Source: an optimization exercise on an open RTL-to-GDS flow (aim: small area). Production flows keep margins and buffers that such runs may drop.
RTL that was checked went through simulation tests only; none was proved equivalent to the original.
For runs 1 and 2, only the layout was checked, not whether the RTL still works.
No activity file was given, so power comes from the tool's default toggle rates.

File: design.v
module ssd_decoder (
    input             clk,
    input             rst,
    input      [63:0] cfg_min1,
    input      [63:0] cfg_max1,
    input      [63:0] cfg_min0,
    input      [63:0] cfg_max0,
    input      [63:0] cfg_mingap,
    input      [63:0] cfg_maxgap,
    input      [63:0] cfg_maxbit,
    input       [4:0] cfg_preamble_bits,
    input             cfg_cksum_formula,
    input       [2:0] cfg_program_bytes,
    input       [2:0] cfg_unknown_bytes,
    input      [63:0] cfg_start,
    input             edge_valid,
    input             edge_end,
    input      [63:0] edge_pos,
    output            edge_ready,
    output reg        frame_valid,
    output     [63:0] frame_start,
    output     [63:0] frame_end,
    output      [3:0] frame_type,
    output      [3:0] frame_flags,
    output     [31:0] frame_data1,
    output     [31:0] frame_data2,
    output            halted,
    output      [1:0] hcause
);
    localparam [3:0] S_HUNT      = 4'h0,
                     S_PREAMBLE  = 4'h1,
                     S_PSTART    = 4'h2,
                     S_CMD       = 4'h3,
                     S_DSTART    = 4'h4,
                     S_DATA      = 4'h5,
                     S_DSTART_CK = 4'h6,
                     S_CKSUM     = 4'h7,
                     S_PEND      = 4'h8,
                     S_GAPSKIP   = 4'h9,
                     S_CFG       = 4'hC,    
                     S_BAD       = 4'hD,    
                     S_EXH       = 4'hE,    
                     S_FLT       = 4'hF;    
    localparam [2:0] F_PREAMBLE = 3'd0, F_PSBIT = 3'd1, F_COMMAND = 3'd2, F_DSBIT = 3'd3,
                     F_CAR_DATA = 3'd4, F_CHECKSUM = 3'd5, F_PEBIT = 3'd6, F_ERROR = 3'd7;
    localparam [1:0] M_UNKNOWN = 2'd0, M_PROGRAM = 2'd1, M_RACE = 2'd2;
    reg  [3:0] st;
    reg        step;       
    reg  [2:0] k;          
    reg        half;       
    reg [63:0] cur;        
    reg [63:0] a;          
    reg [63:0] u;          
    reg [31:0] pcnt;
    reg  [7:0] shreg;
    reg  [2:0] bidx;
    reg  [1:0] mode;
    reg  [2:0] ci;         
    reg  [7:0] cks;        
    reg        sone1, szero1, fault1;    
    reg  [2:0] ftype;
    reg b_len, z_len, b_span;
    reg b_min1, b_max1, b_min0, b_max0, b_ming, b_maxg, b_maxb;
    wire is_bit   = (st >= S_PSTART) && (st <= S_CKSUM);
    wire running  = !st[3] || (st == S_PEND) || (st == S_GAPSKIP);
    wire in_cfg   = (st == S_CFG);
    wire [7:0] ksel = 8'd1 << k;    
    function [7:0] dig(input [63:0] v, input [7:0] sel);
        integer i;
        begin
            dig = 8'd0;
            for (i = 0; i < 8; i = i + 1)
                dig = dig | (v[8*i +: 8] & {8{sel[i]}});
        end
    endfunction
    wire [7:0] d_edge  = dig(edge_pos, ksel);
    wire [7:0] d_cur   = dig(cur, ksel);
    wire [7:0] d_a     = dig(a, ksel);
    wire [7:0] d_min1  = dig(cfg_min1, ksel);
    wire [7:0] d_max1  = dig(cfg_max1, ksel);
    wire [7:0] d_min0  = dig(cfg_min0, ksel);
    wire [7:0] d_max0  = dig(cfg_max0, ksel);
    wire [7:0] d_ming  = dig(cfg_mingap, ksel);
    wire [7:0] d_maxg  = dig(cfg_maxgap, ksel);
    wire [7:0] d_maxb  = dig(cfg_maxbit, ksel);
    wire first = (k == 3'd0);
    wire [7:0] d_x = in_cfg ? (half ? d_min1 : d_min0) : d_edge;
    wire [7:0] d_y = in_cfg ? 8'd0 : (half ? d_a : d_cur);
    function bout(input [7:0] x, input [7:0] y, input bin);
        integer i;
        reg b;
        begin
            b = bin;
            for (i = 0; i < 8; i = i + 1)
                b = (~x[i] & y[i]) | (~(x[i] ^ y[i]) & b);
            bout = b;
        end
    endfunction
    function [8:0] dsub(input [7:0] x, input [7:0] y, input bin);
        integer i;
        reg b;
        begin
            b = bin;
            for (i = 0; i < 8; i = i + 1) begin
                dsub[i] = x[i] ^ y[i] ^ b;
                b = (~x[i] & y[i]) | (~(x[i] ^ y[i]) & b);
            end
            dsub[8] = b;
        end
    endfunction
    wire [8:0] len_s  = dsub(d_x, d_y, b_len & !first);
    wire [7:0] d_len  = len_s[7:0];
    wire [8:0] span_s = dsub(d_edge, d_cur, b_span & !first);
    wire [7:0] d_span = span_s[7:0];
    wire c_min1 = bout(d_len,  d_min1, b_min1 & !first);
    wire c_max1 = bout(d_max1, d_len,  b_max1 & !first);
    wire c_min0 = bout(d_len,  d_min0, b_min0 & !first);
    wire c_max0 = bout(d_max0, d_len,  b_max0 & !first);
    wire c_ming = bout(d_len,  d_ming, b_ming & !first);
    wire c_maxg = bout(d_maxg, d_len,  b_maxg & !first);
    wire c_maxb = bout(d_maxb, d_span, b_maxb & !first);
    wire       z_next = (first | z_len) & (d_len == 8'd0);
    wire fault   = b_len | z_len;             
    wire in_one  = !b_min1 && !b_max1;
    wire in_zero = !b_min0 && !b_max0;
    wire in_gap  = !b_ming && !b_maxg;
    wire span_ok = !b_maxb;
    wire c_err   = !in_one && !in_zero;       
    wire bit_berr = (!sone1 && !szero1) || c_err || !span_ok;
    wire bit_ferr = !bit_berr && (sone1 != in_one);
    wire bit_val  = sone1;
    wire [7:0] shifted = {shreg[6:0], bit_val};
    reg [2:0] expected;
    always @* begin
        case (mode)
            M_RACE:    expected = 3'd6;
            M_PROGRAM: expected = cfg_program_bytes;
            default:   expected = cfg_unknown_bytes;
        endcase
    end
    wire [1:0] new_mode = (shifted == 8'h02) ? M_RACE : (shifted == 8'h01) ? M_PROGRAM : M_UNKNOWN;
    wire cfg_small_ok = (cfg_preamble_bits >= 5'd8) && (cfg_preamble_bits <= 5'd22) &&
                        ((cfg_program_bytes == 3'd4) || (cfg_program_bytes == 3'd6)) &&
                        (cfg_unknown_bytes >= 3'd1) && (cfg_unknown_bytes <= 3'd6);
    wire pcnt_max = &pcnt;
    wire [31:0] pcnt_inc = pcnt + {31'd0, !pcnt_max};    
    wire do_step = running && step && edge_valid && !edge_end;
    wire do_pass = (running && !step && edge_valid && !edge_end) || in_cfg;
    reg        take;       
    reg        ld_cur, ld_a, ld_u, ld_flags;
    reg        emit;
    reg  [2:0] e_type;
    reg        err;
    reg  [2:0] e_kind;
    reg  [3:0] st_n;
    reg        half_n;
    reg [31:0] pcnt_n;
    reg  [7:0] shreg_n, cks_n;
    reg  [2:0] bidx_n, ci_n;
    reg  [1:0] mode_n;
    always @* begin
        take    = 1'b0;
        ld_cur  = 1'b0;
        ld_a    = 1'b0;
        ld_u    = 1'b0;
        emit    = 1'b0;
        e_type  = F_ERROR;
        err     = 1'b0;
        e_kind  = 3'd0;
        st_n    = st;
        half_n  = half;
        pcnt_n  = pcnt;
        shreg_n = shreg;
        cks_n   = cks;
        bidx_n  = bidx;
        ci_n    = ci;
        mode_n  = mode;
        if (frame_valid && ftype == F_PEBIT && st == S_HUNT)
            pcnt_n = 32'd1;
        if (running && edge_valid && edge_end) begin
            st_n = S_EXH;
        end else if (do_step) begin
            if (is_bit && !half) begin
                take   = 1'b1;
                ld_a   = 1'b1;
                ld_u   = (st == S_PSTART) || (st == S_DSTART) || (st == S_DSTART_CK) || (bidx == 3'd0);
                half_n = 1'b1;
                pcnt_n = 32'd0;
            end else if (fault || (is_bit && fault1)) begin
                st_n = S_FLT;
            end else begin
                case (st)
                    S_HUNT: begin
                        take   = 1'b1;
                        ld_cur = 1'b1;
                        ld_a   = 1'b1;
                        if (in_one) begin
                            ld_u   = (pcnt[5:0] == 6'd0);
                            pcnt_n = pcnt_inc;
                            if (pcnt[5:0] == {cfg_preamble_bits - 5'd1, 1'b1})
                                st_n = S_PREAMBLE;
                        end else begin
                            pcnt_n = 32'd0;
                        end
                    end
                    S_PREAMBLE: begin
                        if (in_one) begin
                            take   = 1'b1;
                            ld_cur = 1'b1;
                            ld_a   = 1'b1;
                            pcnt_n = pcnt_inc;
                        end else if (in_zero) begin
                            emit   = 1'b1;
                            e_type = F_PREAMBLE;
                            st_n   = S_PSTART;
                        end else begin
                            ld_a   = 1'b1;
                            err    = 1'b1;
                            e_kind = in_gap ? 3'd2 : 3'd1;
                        end
                    end
                    S_PSTART, S_DSTART, S_DSTART_CK: begin
                        take   = 1'b1;
                        ld_cur = 1'b1;
                        ld_a   = 1'b1;
                        half_n = 1'b0;
                        if (bit_berr) begin
                            err = 1'b1; e_kind = 3'd4;
                        end else if (bit_ferr) begin
                            err = 1'b1; e_kind = 3'd5;
                        end else if (bit_val) begin
                            err = 1'b1; e_kind = 3'd6;
                        end else begin
                            emit   = 1'b1;
                            e_type = (st == S_PSTART) ? F_PSBIT : F_DSBIT;
                            bidx_n = 3'd0;
                            case (st)
                                S_PSTART: begin
                                    cks_n = {8{cfg_cksum_formula}};
                                    st_n  = S_CMD;
                                end
                                S_DSTART: st_n = S_DATA;
                                default:  st_n = S_CKSUM;
                            endcase
                        end
                    end
                    S_CMD, S_DATA, S_CKSUM: begin
                        take   = 1'b1;
                        ld_cur = 1'b1;
                        ld_a   = 1'b1;
                        half_n = 1'b0;
                        if (bit_berr) begin
                            err = 1'b1; e_kind = 3'd4;
                        end else if (bit_ferr) begin
                            err = 1'b1; e_kind = 3'd5;
                        end else begin
                            shreg_n = shifted;
                            bidx_n  = bidx + 3'd1;
                            if (bidx == 3'd7) begin
                                emit = 1'b1;
                                case (st)
                                    S_CMD: begin
                                        mode_n = new_mode;
                                        ci_n   = 3'd0;
                                        if (cfg_cksum_formula)
                                            cks_n = cks ^ shifted;
                                        e_type = F_COMMAND;
                                        st_n   = S_DSTART;
                                    end
                                    S_DATA: begin
                                        cks_n  = cks ^ shifted;
                                        ci_n   = ci + 3'd1;
                                        e_type = F_CAR_DATA;
                                        st_n   = (ci + 3'd1 == expected) ? S_DSTART_CK : S_DSTART;
                                    end
                                    default: begin
                                        e_type = F_CHECKSUM;
                                        st_n   = S_PEND;
                                    end
                                endcase
                            end
                        end
                    end
                    S_PEND: begin
                        ld_a = 1'b1;
                        ld_u = 1'b1;
                        if (in_one) begin
                            emit   = 1'b1;
                            e_type = F_PEBIT;
                            take   = 1'b1;
                            ld_cur = 1'b1;
                            pcnt_n = 32'd0;    
                            st_n   = S_HUNT;
                        end else if (in_zero) begin
                            err = 1'b1; e_kind = 3'd3;
                        end else if (in_gap) begin
                            emit   = 1'b1;
                            e_type = F_PEBIT;
                            pcnt_n = 32'd0;
                            st_n   = S_GAPSKIP;
                        end else begin
                            err = 1'b1; e_kind = 3'd1;
                        end
                    end
                    default: begin    
                        if (in_gap && !in_one && !in_zero) begin
                            take   = 1'b1;
                            ld_cur = 1'b1;
                            ld_a   = 1'b1;
                        end else begin
                            pcnt_n = 32'd0;
                            st_n   = S_HUNT;
                        end
                    end
                endcase
                if (err) begin
                    emit   = 1'b1;
                    e_type = F_ERROR;
                    ci_n   = e_kind;
                    cks_n  = {4'd0, st};
                    pcnt_n = 32'd0;
                    half_n = 1'b0;
                    st_n   = S_HUNT;
                end
            end
        end else if (in_cfg && k == 3'd7) begin
            if (!half) begin
                if (c_max1 && !c_max0) half_n = 1'b1;
                else                         st_n   = S_BAD;
            end else begin
                half_n = 1'b0;
                if (!c_max1 && !z_next && cfg_small_ok) st_n = S_HUNT;
                else                                         st_n = S_BAD;
            end
        end
    end
    assign edge_ready = take;
    always @(posedge clk) begin
        if (rst) begin
            st          <= S_CFG;
            step        <= 1'b0;
            k           <= 3'd0;
            half        <= 1'b0;
            cur         <= cfg_start;
            pcnt        <= 32'd0;
            frame_valid <= 1'b0;
        end else begin
            st          <= st_n;
            half        <= half_n;
            pcnt        <= pcnt_n;
            frame_valid <= emit;
            if (do_pass) begin
                k    <= k + 3'd1;
                step <= (k == 3'd7) && !in_cfg;
            end else if (take) begin
                step <= 1'b0;
            end
            if (ld_cur)
                cur <= edge_pos;
        end
    end
    always @(posedge clk) begin
        shreg <= shreg_n;
        cks   <= cks_n;
        bidx  <= bidx_n;
        ci    <= ci_n;
        mode  <= mode_n;
        if (emit)
            ftype <= e_type;
        if (ld_a)
            a <= edge_pos;
        if (ld_u)
            u <= cur;
        if (do_step && is_bit && !half) begin
            sone1  <= in_one;
            szero1 <= in_zero && !in_one;
            fault1 <= fault;
        end
        if (do_pass) begin
            b_len  <= len_s[8];
            z_len  <= z_next;
            b_span <= span_s[8];
            b_min1 <= c_min1;
            b_max1 <= c_max1;
            b_min0 <= c_min0;
            b_max0 <= c_max0;
            b_ming <= c_ming;
            b_maxg <= c_maxg;
            b_maxb <= c_maxb;
        end
    end
    wire t_pre  = (ftype == F_PREAMBLE);
    wire t_cmd  = (ftype == F_COMMAND);
    wire t_car  = (ftype == F_CAR_DATA);
    wire t_ck   = (ftype == F_CHECKSUM);
    wire t_err  = (ftype == F_ERROR);
    wire t_byte = t_cmd || t_car || t_ck;
    assign frame_start = u;
    assign frame_end   = a;
    assign frame_type  = {1'b0, ftype};
    assign frame_data1 = {1'b0, pcnt[31:1]} |
                         (t_byte ? {24'd0, shreg} : 32'd0) |
                         (t_err  ? {29'd0, ci}    : 32'd0);
    assign frame_data2 = pcnt |
                         (t_cmd  ? {30'd0, mode}  : 32'd0) |
                         (t_car  ? {29'd0, ci}    : 32'd0) |
                         ((t_ck || t_err) ? {24'd0, cks} : 32'd0);
    assign frame_flags = t_ck  ? ((shreg != cks) ? 4'b1000 : 4'b0000) :
                         t_err ? ((ci == 3'd1 || ci == 3'd4) ? 4'b0001 :
                                  (ci == 3'd5)               ? 4'b0010 : 4'b0100) :
                         4'b0000;
    assign halted = (st == S_EXH) || (st == S_FLT);
    assign hcause = {1'b1, st[0]};
endmodule
File: flow/run.sh
#!/bin/bash
set -e
export BUFFER_PORTS_ARGS="-buffer_cell sky130_fd_sc_hd__buf_1"
bash standard.sh > standard.log 2>&1
File: standard.sh
#!/bin/bash
# synth_recipe.tcl (not shown) runs the flow's synth.tcl, then flattens the netlist and writes it again
# the make line also repeats each setting of config.mk as NAME=value (left out here)
make -C /OpenROAD-flow-scripts/flow DESIGN_CONFIG=/design/flow/config.mk WORK_HOME=/design/flow/orfs CLKGATE_MAP_FILE= SYNTH_SCRIPT=/design/flow/synth_recipe.tcl "${@:-finish}"
File: config.mk
export PLATFORM = sky130hd
export DESIGN_NAME = ssd_decoder
export DESIGN_NICKNAME = ssd_decoder
export VERILOG_FILES = /design/flow/design.v
export SDC_FILE = /design/flow/constraint.sdc
export NUM_CORES = 4
export LEC_CHECK = 0
export CAP_MARGIN = 20
export CORE_MARGIN = 2
export CORE_UTILIZATION = 40
export SLEW_MARGIN = 20
File: constraint.sdc
create_clock -name core_clock -period 20.0 [get_ports {clk}]
set_input_delay 4.0000 -clock core_clock [delete_from_list [all_inputs] [get_ports {clk}]]
set_output_delay 4.0000 -clock core_clock [all_outputs]
set_load 0.01 [all_outputs]
==> results of run 1 <==
[cells in the mapped netlist, drive strengths merged (21+ instances only)]
library cell | n | share of area
nand2 | 145 | 0.031
a222oi | 185 | 0.10
edfxtp | 232 | 0.39
inv | 43 | 0.0091
mux2 | 72 | 0.046
clkbuf | 90 | 0.019
a221o | 35 | 0.020
nor2 | 79 | 0.019
a21oi | 86 | 0.024
nand3 | 32 | 0.0093
a21o | 30 | 0.013
o21ai | 54 | 0.016
buf | 99 | 0.034
nor3 | 21 | 0.0065
dfxtp | 42 | 0.047
mux2i | 40 | 0.022
ha | 73 | 0.051
[cells by family after synthesis]
| kind of cell | count (synthesis) | synth area share |
|---|---|---|
| AOI/OAI and AO/OA | 528 | 0.2392 |
| xor gates and xnor gates | 30 | 0.01476 |
| adders and majority gates | 89 | 0.06930 |
| buffers and inverters | 232 | 0.06255 |
| DFF | 274 | 0.4386 |
| muxes | 112 | 0.06803 |
| other | 2 | 0.0004219 |
| and+or+nand+nor | 378 | 0.1071 |
==> impl_metrics.env, run 1 <==
export IMPL_die_y_microns=215.0
export IMPL_first_error="[ERROR PPL-0024] Number of IO pins (797) exceeds maximum number of available positions (772). Increase the die perimeter from 859.84um to 1083.92um."
export IMPL_synth_edf_count=232
export IMPL_status="stopped before the end"
export IMPL_yosysUniqueCellTypes=93
export IMPL_start_util=0.4043
export IMPL_syn_area_per_cell_sq_um=10.82
export IMPL_synthArstFlopShare=0
export IMPL_rows=77
export IMPL_yosysSeqAreaShare=0.4386
export IMPL_ys_warn_count=1
export IMPL_ys_seq_elements=274
export IMPL_lastStage="3_2_place_iop"
export IMPL_ys_flop_type="edfxtp_1"
export IMPL_synthCells=1645
export IMPL_syn_area_sq_mm=0.01780
export IMPL_fp_dieW_microns=215.0
==> run 2, diff against run 1 <==
--- a/config.mk
+++ b/config.mk
@@ -7,5 +7,5 @@
 export LEC_CHECK = 0
 export CAP_MARGIN = 20
-export CORE_MARGIN = 2
-export CORE_UTILIZATION = 40
+export CORE_AREA = 2.5 2.5 227.5 227.5
+export DIE_AREA = 0 0 230 230
 export SLEW_MARGIN = 20
==> run 2 against run 1 <==
Against the previous run:
- the run now finishes clean
- synthesized cell count unchanged
- synthesized area unchanged
==> impl_metrics.env, run 2 <==
export IMPL_rows=82
export IMPL_cts_hold_fix_buffers=0
export IMPL_crit_start="cfg_min0[0]"
export IMPL_start_util=0.3556
export IMPL_antenna_found_initial=12
export IMPL_fp_dieW_microns=230
export IMPL_path_depth=24
export IMPL_synth_top_area_frac=0.3913
export IMPL_grt_first_pass_wirelength_microns=125300
export IMPL_drive_gt1_frac=0.08201
export IMPL_ys_seq_elements=274
export IMPL_setup_worst_path_end_class="flip-flop"
export IMPL_hold_depth=0
export IMPL_pin_count=797
export IMPL_p_seq_frac=0.363
export IMPL_synthCells=1645
export IMPL_numCtsBuffers=30
export IMPL_p_leak_nw=7.618
export IMPL_die_area_sq_mm=0.05290
export IMPL_status="no timing/DRC/antenna violations"
export IMPL_top_regs="a x64, cur x64, u x64"
export IMPL_drt_vias_per_instance=6.089
export IMPL_via_count=18320
export IMPL_setup_tns_ns=0
export IMPL_synth_edf_count=232
export IMPL_hold_ws_ns=0.4497
export IMPL_fmax_mhz=95.76
export IMPL_hpwl_microns=70910
export IMPL_drt_iter0_markers=2801
export IMPL_nFillCells=4922
export IMPL_hp_start="cur[2]"
export IMPL_synth_area_leaders="edfxtp_1 39%, a222oi_1 10%, ha_1 5.1%"
export IMPL_ant_nets=0
export IMPL_period_share=0.5222
export IMPL_layout_commonest_cell="buf_1"
export IMPL_track_usage=0.3226
export IMPL_cts_tree="done"
export IMPL_yosysUniqueCellTypes=93
export IMPL_start_kind="primary input"
export IMPL_die_y_microns=230
export IMPL_clockBufferDepth=3
export IMPL_crit_path_frequent_cell="fa_1"
export IMPL_peakVddDrop_v=0.00006667
export IMPL_grt_max_degree=80
export IMPL_cts_resized=0
export IMPL_p_per_area_mw_per_mm2=84.27
export IMPL_crit_buf_inv=3
export IMPL_p_switching_mw=0.6514
export IMPL_max_stage_delay_ns=0.47
export IMPL_synth_common_cells="232 x edfxtp_1, 185 x a222oi_1, 142 x nand2_1"
export IMPL_p_sw_frac=0.3522
export IMPL_yosysSeqAreaShare=0.4386
export IMPL_first_pass_iters=15
export IMPL_syn_area_per_cell_sq_um=10.82
export IMPL_reg2regPathDepth=26
export IMPL_synth_top_area_cell="edfxtp_1"
export IMPL_path_cells="buf_1 -> a222oi_1 -> mux2i_1 -> a221o_1 -> mux2i_1 -> a21oi_1 -> fa_1 -> fa_1 -> fa_1 -> fa_1 -> fa_1 -> fa_1 -> fa_1 -> inv_1 -> fa_1 -> inv_1 -> ha_1 -> o21ai_0 -> nor2_1 -> a211o_1 -> nand3b_1 -> a21oi_1 -> a211oi_2 -> mux2_2"
export IMPL_grt_pass1_vias=17410
export IMPL_wl_per_cell_microns=29.85
export IMPL_setup_violations=0
export IMPL_wl_microns=89830
export IMPL_period_needed_ns=10.44
export IMPL_slowest_stage="fa_1"
export IMPL_root_buffer="clkbuf_16"
export IMPL_cts_setup_buffers=0
export IMPL_io_buffers=793
export IMPL_worstMarginPinSlew_ns=1.053
export IMPL_clock_sinks=274
export IMPL_crit_required_ns=20.47
export IMPL_drc=0
export IMPL_ys_warn_count=1
export IMPL_slew_viol_final=0
export IMPL_skew_ns=0.03507
export IMPL_gp_congestion=0.9571
export IMPL_slew_limit_headroom=0.2978
export IMPL_clkLatencyLatePin_ns=0.61
export IMPL_rsz0062_at_grt="false"
export IMPL_syn_to_final_growth_pct=23.29
export IMPL_hold_path_class="flip-flop to flip-flop"
export IMPL_synthArstFlopShare=0
export IMPL_clk_pin_slew_ns=0.06
export IMPL_crit_type="primary input to flip-flop"
export IMPL_synth_most_common_cell="edfxtp_1"
export IMPL_syn_area_sq_mm=0.01780
export IMPL_r2r_start="k[2]"
export IMPL_drv_cap=0
export IMPL_h_tree_depth=1
export IMPL_final_cell_mix="792 x buf_1, 232 x edfxtp_1, 185 x a222oi_1, 142 x nand2_1, 86 x a21oi_1"
export IMPL_worst_path_max_fanout=4
export IMPL_crit_arrival_ns=10.91
export IMPL_ys_flop_type="edfxtp_1"
export IMPL_seq_area_sq_mm=0.007810
export IMPL_multi_input_area_sq_mm=0.009000
export IMPL_p_comb_frac=0.341
export IMPL_p_clk_frac=0.296
export IMPL_layout_nets=2986
export IMPL_intPower_mw=1.198
export IMPL_design_core_area_sq_mm=0.05007
export IMPL_grt_overflow_total=0
export IMPL_hold_viol=0
export IMPL_crit_family="adder cells"
run 2: power groups by stage:
| stage | sequential, mW | combinational [mW] | clock, mW |
|---|---|---|---|
| after floorplan | 0.672 | 0.391 | 0 |
| after global placement | 0.682 | 0.618 | 0 |
| after detailed placement | 0.684 | 0.624 | 0 |
| after CTS | 0.671 | 0.628 | 0.557 |
| after global routing | 0.673 | 0.691 | 0.577 |
| final | 0.672 | 0.630 | 0.548 |
run 2: path summary, 6_finish.rpt:
path	end	slack, ns
max	st[2]	9.56
min	u[2]	0.45
max reg2reg	st[2]	11.39
min reg2reg	u[2]	0.45
run 2: cells by family after synthesis:
kind of cell    count (synthesis)  share of synthesized area
flops                         274                     0.4386
buf+inv                       232                    0.06255
compound gates                528                     0.2392
mux                           112                    0.06803
other cells                     2                  0.0004219
xor+xnor                       30                    0.01476
simple gates                  378                     0.1071
fa+ha+maj                      89                    0.06930
run 2: metrics by stage:
step	cell area (sq um)	setup slack [ns]	power (mW)	std cells	utilization
floorplan	17810	9.731	1.063	1646	-
global placement	20970	9.107	1.300	2945	0.4188
detailed placement	20970	9.012	1.307	2945	0.4188
CTS	21930	9.597	1.856	3001	0.4380
global route	21930	9.276	1.941	3002	0.4380
finish	21950	9.557	1.850	3009	0.4384
run 2: area by class of cell:
cell class | instances | area share
well taps | 672 | 0.03831
diodes | 8 | 0.0009121
clock buffers | 42 | 0.03956
repair buffers | 816 | 0.1437
flip-flops and latches | 274 | 0.3558
clock inverters | 14 | 0.004218
inverters | 43 | 0.007468
multi-input cells | 1140 | 0.4100
run 2: layer usage:
layer,track usage,share of wire
met3,0.07205,0.098
met4,0.08161,0.028
met1,0.4583,0.43
met5,0,0.00055
met2,0.4976,0.44
==> run 3, diff against run 2 <==
--- a/design.v
+++ b/design.v
@@ -65,59 +65,28 @@
     wire running  = !st[3] || (st == S_PEND) || (st == S_GAPSKIP);
     wire in_cfg   = (st == S_CFG);
-    wire [7:0] ksel = 8'd1 << k;    
-    function [7:0] dig(input [63:0] v, input [7:0] sel);
-        integer i;
-        begin
-            dig = 8'd0;
-            for (i = 0; i < 8; i = i + 1)
-                dig = dig | (v[8*i +: 8] & {8{sel[i]}});
-        end
-    endfunction
-    wire [7:0] d_edge  = dig(edge_pos, ksel);
-    wire [7:0] d_cur   = dig(cur, ksel);
-    wire [7:0] d_a     = dig(a, ksel);
-    wire [7:0] d_min1  = dig(cfg_min1, ksel);
-    wire [7:0] d_max1  = dig(cfg_max1, ksel);
-    wire [7:0] d_min0  = dig(cfg_min0, ksel);
-    wire [7:0] d_max0  = dig(cfg_max0, ksel);
-    wire [7:0] d_ming  = dig(cfg_mingap, ksel);
-    wire [7:0] d_maxg  = dig(cfg_maxgap, ksel);
-    wire [7:0] d_maxb  = dig(cfg_maxbit, ksel);
+    wire [7:0] d_edge  = edge_pos[8*k +: 8];
+    wire [7:0] d_cur   = cur[8*k +: 8];
+    wire [7:0] d_a     = a[8*k +: 8];
+    wire [7:0] d_min1  = cfg_min1[8*k +: 8];
+    wire [7:0] d_max1  = cfg_max1[8*k +: 8];
+    wire [7:0] d_min0  = cfg_min0[8*k +: 8];
+    wire [7:0] d_max0  = cfg_max0[8*k +: 8];
+    wire [7:0] d_ming  = cfg_mingap[8*k +: 8];
+    wire [7:0] d_maxg  = cfg_maxgap[8*k +: 8];
+    wire [7:0] d_maxb  = cfg_maxbit[8*k +: 8];
     wire first = (k == 3'd0);
     wire [7:0] d_x = in_cfg ? (half ? d_min1 : d_min0) : d_edge;
     wire [7:0] d_y = in_cfg ? 8'd0 : (half ? d_a : d_cur);
-    function bout(input [7:0] x, input [7:0] y, input bin);
-        integer i;
-        reg b;
-        begin
-            b = bin;
-            for (i = 0; i < 8; i = i + 1)
-                b = (~x[i] & y[i]) | (~(x[i] ^ y[i]) & b);
-            bout = b;
-        end
-    endfunction
-    function [8:0] dsub(input [7:0] x, input [7:0] y, input bin);
-        integer i;
-        reg b;
-        begin
-            b = bin;
-            for (i = 0; i < 8; i = i + 1) begin
-                dsub[i] = x[i] ^ y[i] ^ b;
-                b = (~x[i] & y[i]) | (~(x[i] ^ y[i]) & b);
-            end
-            dsub[8] = b;
-        end
-    endfunction
-    wire [8:0] len_s  = dsub(d_x, d_y, b_len & !first);
+    wire [8:0] len_s  = {1'b0, d_x} - {1'b0, d_y} - {8'd0, b_len & !first};
     wire [7:0] d_len  = len_s[7:0];
-    wire [8:0] span_s = dsub(d_edge, d_cur, b_span & !first);
+    wire [8:0] span_s = {1'b0, d_edge} - {1'b0, d_cur} - {8'd0, b_span & !first};
     wire [7:0] d_span = span_s[7:0];
-    wire c_min1 = bout(d_len,  d_min1, b_min1 & !first);
-    wire c_max1 = bout(d_max1, d_len,  b_max1 & !first);
-    wire c_min0 = bout(d_len,  d_min0, b_min0 & !first);
-    wire c_max0 = bout(d_max0, d_len,  b_max0 & !first);
-    wire c_ming = bout(d_len,  d_ming, b_ming & !first);
-    wire c_maxg = bout(d_maxg, d_len,  b_maxg & !first);
-    wire c_maxb = bout(d_maxb, d_span, b_maxb & !first);
+    wire [8:0] c_min1 = {1'b0, d_len}  - {1'b0, d_min1} - {8'd0, b_min1 & !first};
+    wire [8:0] c_max1 = {1'b0, d_max1} - {1'b0, d_len}  - {8'd0, b_max1 & !first};
+    wire [8:0] c_min0 = {1'b0, d_len}  - {1'b0, d_min0} - {8'd0, b_min0 & !first};
+    wire [8:0] c_max0 = {1'b0, d_max0} - {1'b0, d_len}  - {8'd0, b_max0 & !first};
+    wire [8:0] c_ming = {1'b0, d_len}  - {1'b0, d_ming} - {8'd0, b_ming & !first};
+    wire [8:0] c_maxg = {1'b0, d_maxg} - {1'b0, d_len}  - {8'd0, b_maxg & !first};
+    wire [8:0] c_maxb = {1'b0, d_maxb} - {1'b0, d_span} - {8'd0, b_maxb & !first};
     wire       z_next = (first | z_len) & (d_len == 8'd0);
     wire fault   = b_len | z_len;             
@@ -144,5 +113,4 @@
                         (cfg_unknown_bytes >= 3'd1) && (cfg_unknown_bytes <= 3'd6);
     wire pcnt_max = &pcnt;
-    wire [31:0] pcnt_inc = pcnt + {31'd0, !pcnt_max};    
     wire do_step = running && step && edge_valid && !edge_end;
     wire do_pass = (running && !step && edge_valid && !edge_end) || in_cfg;
@@ -197,5 +165,5 @@
                         if (in_one) begin
                             ld_u   = (pcnt[5:0] == 6'd0);
-                            pcnt_n = pcnt_inc;
+                            pcnt_n = pcnt + 32'd1;
                             if (pcnt[5:0] == {cfg_preamble_bits - 5'd1, 1'b1})
                                 st_n = S_PREAMBLE;
@@ -209,5 +177,6 @@
                             ld_cur = 1'b1;
                             ld_a   = 1'b1;
-                            pcnt_n = pcnt_inc;
+                            if (!pcnt_max)
+                                pcnt_n = pcnt + 32'd1;
                         end else if (in_zero) begin
                             emit   = 1'b1;
@@ -326,9 +295,9 @@
         end else if (in_cfg && k == 3'd7) begin
             if (!half) begin
-                if (c_max1 && !c_max0) half_n = 1'b1;
+                if (c_max1[8] && !c_max0[8]) half_n = 1'b1;
                 else                         st_n   = S_BAD;
             end else begin
                 half_n = 1'b0;
-                if (!c_max1 && !z_next && cfg_small_ok) st_n = S_HUNT;
+                if (!c_max1[8] && !z_next && cfg_small_ok) st_n = S_HUNT;
                 else                                         st_n = S_BAD;
             end
@@ -381,11 +350,11 @@
             z_len  <= z_next;
             b_span <= span_s[8];
-            b_min1 <= c_min1;
-            b_max1 <= c_max1;
-            b_min0 <= c_min0;
-            b_max0 <= c_max0;
-            b_ming <= c_ming;
-            b_maxg <= c_maxg;
-            b_maxb <= c_maxb;
+            b_min1 <= c_min1[8];
+            b_max1 <= c_max1[8];
+            b_min0 <= c_min0[8];
+            b_max0 <= c_max0[8];
+            b_ming <= c_ming[8];
+            b_maxg <= c_maxg[8];
+            b_maxb <= c_maxb[8];
         end
     end
==> run.sh (new file) <==
#!/bin/bash
# synth_recipe.tcl (not shown) runs the flow's synth.tcl, then flattens the netlist and writes it again
# the make line also repeats each setting of config.mk as NAME=value (left out here)
make -C /OpenROAD-flow-scripts/flow DESIGN_CONFIG=/design/flow/config.mk WORK_HOME=/design/flow/orfs CLKGATE_MAP_FILE= SYNTH_SCRIPT=/design/flow/synth_recipe.tcl finish
--- a/config.mk
+++ b/config.mk
@@ -7,5 +7,5 @@
 export LEC_CHECK = 0
 export CAP_MARGIN = 20
-export CORE_AREA = 2.5 2.5 227.5 227.5
-export DIE_AREA = 0 0 230 230
+export CORE_MARGIN = 2
+export CORE_UTILIZATION = 40
 export SLEW_MARGIN = 20
removed: flow/run.sh
removed: standard.sh
==> run 3 against run 2 <==
Against the previous run:
- still clean
- wire length increased by 4.5%
- critical path type is now primary input to output port
- clock skew is 0.012 ns lower
- final area is 34% higher
- cell count up 3.1%
==> impl_metrics.env, run 3 <==
export IMPL_ant_nets=0
export IMPL_start_util=0.4043
export IMPL_ys_warn_count=1
export IMPL_first_pass_iters=6
export IMPL_grt_max_degree=65
export IMPL_grt_overflow_total=0
export IMPL_worst_path_max_fanout=7
export IMPL_clockBufferDepth=3
export IMPL_syn_area_sq_mm=0.02020
export IMPL_synthCells=1693
export IMPL_drc=0
export IMPL_pin_count=797
export IMPL_ys_seq_elements=274
export IMPL_layout_commonest_cell="clkdlybuf4s50_1"
export IMPL_rows=82
export IMPL_drt_vias_per_instance=5.836
export IMPL_gp_congestion=1.039
export IMPL_synth_top_area_frac=0.3449
export IMPL_io_buffers=793
export IMPL_die_area_sq_mm=0.05231
export IMPL_drv_cap=0
export IMPL_setup_violations=0
export IMPL_syn_area_per_cell_sq_um=11.93
export IMPL_setup_worst_path_end_class="output port"
export IMPL_worstMarginPinSlew_ns=1.130
export IMPL_hp_start="cur[36]"
export IMPL_final_cell_mix="792 x clkdlybuf4s50_1, 232 x edfxtp_1, 152 x mux4_2, 117 x inv_1, 117 x ha_1"
export IMPL_fp_dieW_microns=228.7
export IMPL_h_tree_depth=1
export IMPL_drt_iter0_markers=2082
export IMPL_synthArstFlopShare=0
export IMPL_synth_area_leaders="edfxtp_1 34%, mux4_2 17%, ha_1 7.2%"
export IMPL_synth_common_cells="232 x edfxtp_1, 152 x mux4_2, 117 x ha_1, 117 x inv_1, 110 x nand2_1"
export IMPL_track_usage=0.3506
export IMPL_antenna_found_initial=22
export IMPL_nFillCells=4126
export IMPL_synth_most_common_cell="edfxtp_1"
export IMPL_period_share=0.5271
export IMPL_design_core_area_sq_mm=0.04997
export IMPL_skew_ns=0.02259
export IMPL_wl_microns=93850
export IMPL_p_per_area_mw_per_mm2=128.8
export IMPL_cts_resized=0
export IMPL_grt_first_pass_wirelength_microns=131400
export IMPL_clock_sinks=274
export IMPL_start_kind="primary input"
export IMPL_crit_arrival_ns=6.54
export IMPL_yosysUniqueCellTypes=83
export IMPL_peakVddDrop_v=0.0001538
export IMPL_synth_top_area_cell="edfxtp_1"
export IMPL_rsz0062_at_grt="false"
export IMPL_slew_limit_headroom=0.2468
export IMPL_numCtsBuffers=31
export IMPL_r2r_setup_slack_ns=11.98
export IMPL_period_needed_ns=10.54
export IMPL_cts_hold_fix_buffers=0
export IMPL_p_leak_nw=10.55
export IMPL_layout_nets=3112
export IMPL_via_count=18100
export IMPL_hold_path_class="flip-flop to flip-flop"
export IMPL_status="no timing/DRC/antenna violations"
export IMPL_hold_viol=0
export IMPL_hold_depth=0
export IMPL_total_power_mw=3.791
export IMPL_yosysSeqAreaShare=0.3865
export IMPL_cts_setup_buffers=0
export IMPL_r2r_start="k[0]"
export IMPL_top_regs="a x64, cur x64, u x64"
export IMPL_root_buffer="clkbuf_16"
export IMPL_wl_per_cell_microns=30.27
export IMPL_ys_flop_type="edfxtp_1"
export IMPL_clk_pin_slew_ns=0.06
export IMPL_clkLatencyLatePin_ns=0.60
export IMPL_crit_type="primary input to output port"
export IMPL_drive_gt1_frac=0.1446
export IMPL_die_y_microns=228.7
export IMPL_r2r_end="st[3]"
export IMPL_reg2regPathDepth=23
export IMPL_crit_required_ns=16.00
export IMPL_syn_to_final_growth_pct=45.67
export IMPL_synth_edf_count=232
export IMPL_fmax_mhz=94.85
export IMPL_hpwl_microns=78850
export IMPL_cts_tree="done"
export IMPL_setup_tns_ns=0
export IMPL_grt_pass1_vias=17760
export IMPL_hold_path_end="u[36]"
export IMPL_slew_viol_final=0
-- run 3: cell types whose count changed after synthesis, moves of 22 or more --
cell | before | now
nand2_1 | 142 | 110
ha_1 | 73 | 117
mux4_2 | 0 | 152
mux2_2 | 72 | 94
a221o_1 | 35 | 5
clkbuf_1 | 89 | 56
a222oi_1 | 185 | 0
inv_1 | 43 | 117
-- run 3: worst max-delay path by stage --
stage / start / endpoint / slack [ns] / cells past startpoint
final: edge_end / edge_ready / 9.46 / 5
after CTS: edge_end / edge_ready / 9.52 / 5
after global routing: edge_end / edge_ready / 9.41 / 5
after detailed placement: edge_end / edge_ready / 9.54 / 5
after global placement: edge_end / edge_ready / 9.52 / 5
after floorplan: edge_end / a[0] / 10.37 / 4
-- run 3: cells by family after synthesis --
family	synth area share
simple gates	0.08914
mux	0.2577
compound gates	0.09979
flops	0.3865
buf+inv	0.06138
fa+ha+maj	0.08090
xor+xnor	0.02422
other cells	0.0003718
-- run 3: worst max-delay path: stages --
cell,delay [ns]
clkdlybuf4s50_1,0.52
and4b_1,0.50
nand2_1,0.26
o21ai_0,0.60
clkdlybuf4s50_1,0.67
-- run 3: stage by stage --
step,hold WS (ns),cells,instance area [sq um],worst slack [ns],util
final,0.4358,3101,29420,9.457,0.5889
after global routing,0.4507,3100,29420,9.405,0.5888
after CTS,0.4387,3092,29400,9.523,0.5883
after detailed placement,0.4285,3034,28430,9.536,0.5690
after global placement,0.4287,3034,28430,9.517,0.5690
after floorplan,0.4207,1694,20200,10.37,-
-- run 3: routing by layer --
layer	track usage	vias up	wire length, microns
met2	0.5395	1033	42410
met5	0	-	48
li1	-	7900	-
met1	0.4865	9043	38930
met4	0.08824	8	2290
met3	0.1010	114	10170
-- run 3: area by class of cell --
class	instances	area (sq um)	area share
Clock inverter	20	165.2	0.005613
Timing Repair Buffer	816	8108	0.2755
Sequential cell	274	7819	0.2657
Tap cell	672	840.8	0.02858
Inverter	120	450.4	0.01531
Antenna cell	9	22.52	0.0007654
Clock buffer	38	802.0	0.02726
Multi-Input combinational cell	1152	11220	0.3812
-- run 3: power by group --
group | switching (mW) | internal, mW | total [mW] | leakage [nW]
clock network | 0.245 | 0.311 | 0.556 | 0.473
registers | 0.0618 | 0.691 | 0.752 | 2.52
logic | 1.32 | 1.16 | 2.48 | 7.57

static timing again, ports no longer ideal:
In the flow no input, the clock included, has a driving cell. The finished layouts below were timed again as built, in two steps.
Step 1 (the two cells are an assumption about what drives the block):
set clk [get_ports {clk}]
set_driving_cell -lib_cell sky130_fd_sc_hd__clkbuf_16 $clk
set_driving_cell -lib_cell sky130_fd_sc_hd__buf_2 [delete_from_list [all_inputs] $clk]
Step 2 also shifts input and output timing later by t, the mid clock arrival at the registers, as if the neighbouring blocks saw the same clock.
Slacks: no drivers / after step 1 / after step 2; pairs: no drivers / after step 1.
run | shift t [ns] | setup slack, ns | clock arrival spread, ns | slew at the worst register clock pin (ns) | cell pins on the clock port's net
run 2 | 0.658 | 9.557 / 9.600 / 8.942 | 0.037 / 0.036 | 0.06 / 0.06 | 1
run 3 | 0.649 | 9.457 / 9.413 / 9.413 | 0.023 / 0.022 | 0.07 / 0.07 | 1
After both steps every run listed still meets setup and hold. The setup slack of run 2, which loses most, moves by +0.043 ns with the drivers and by -0.615 ns with both steps.
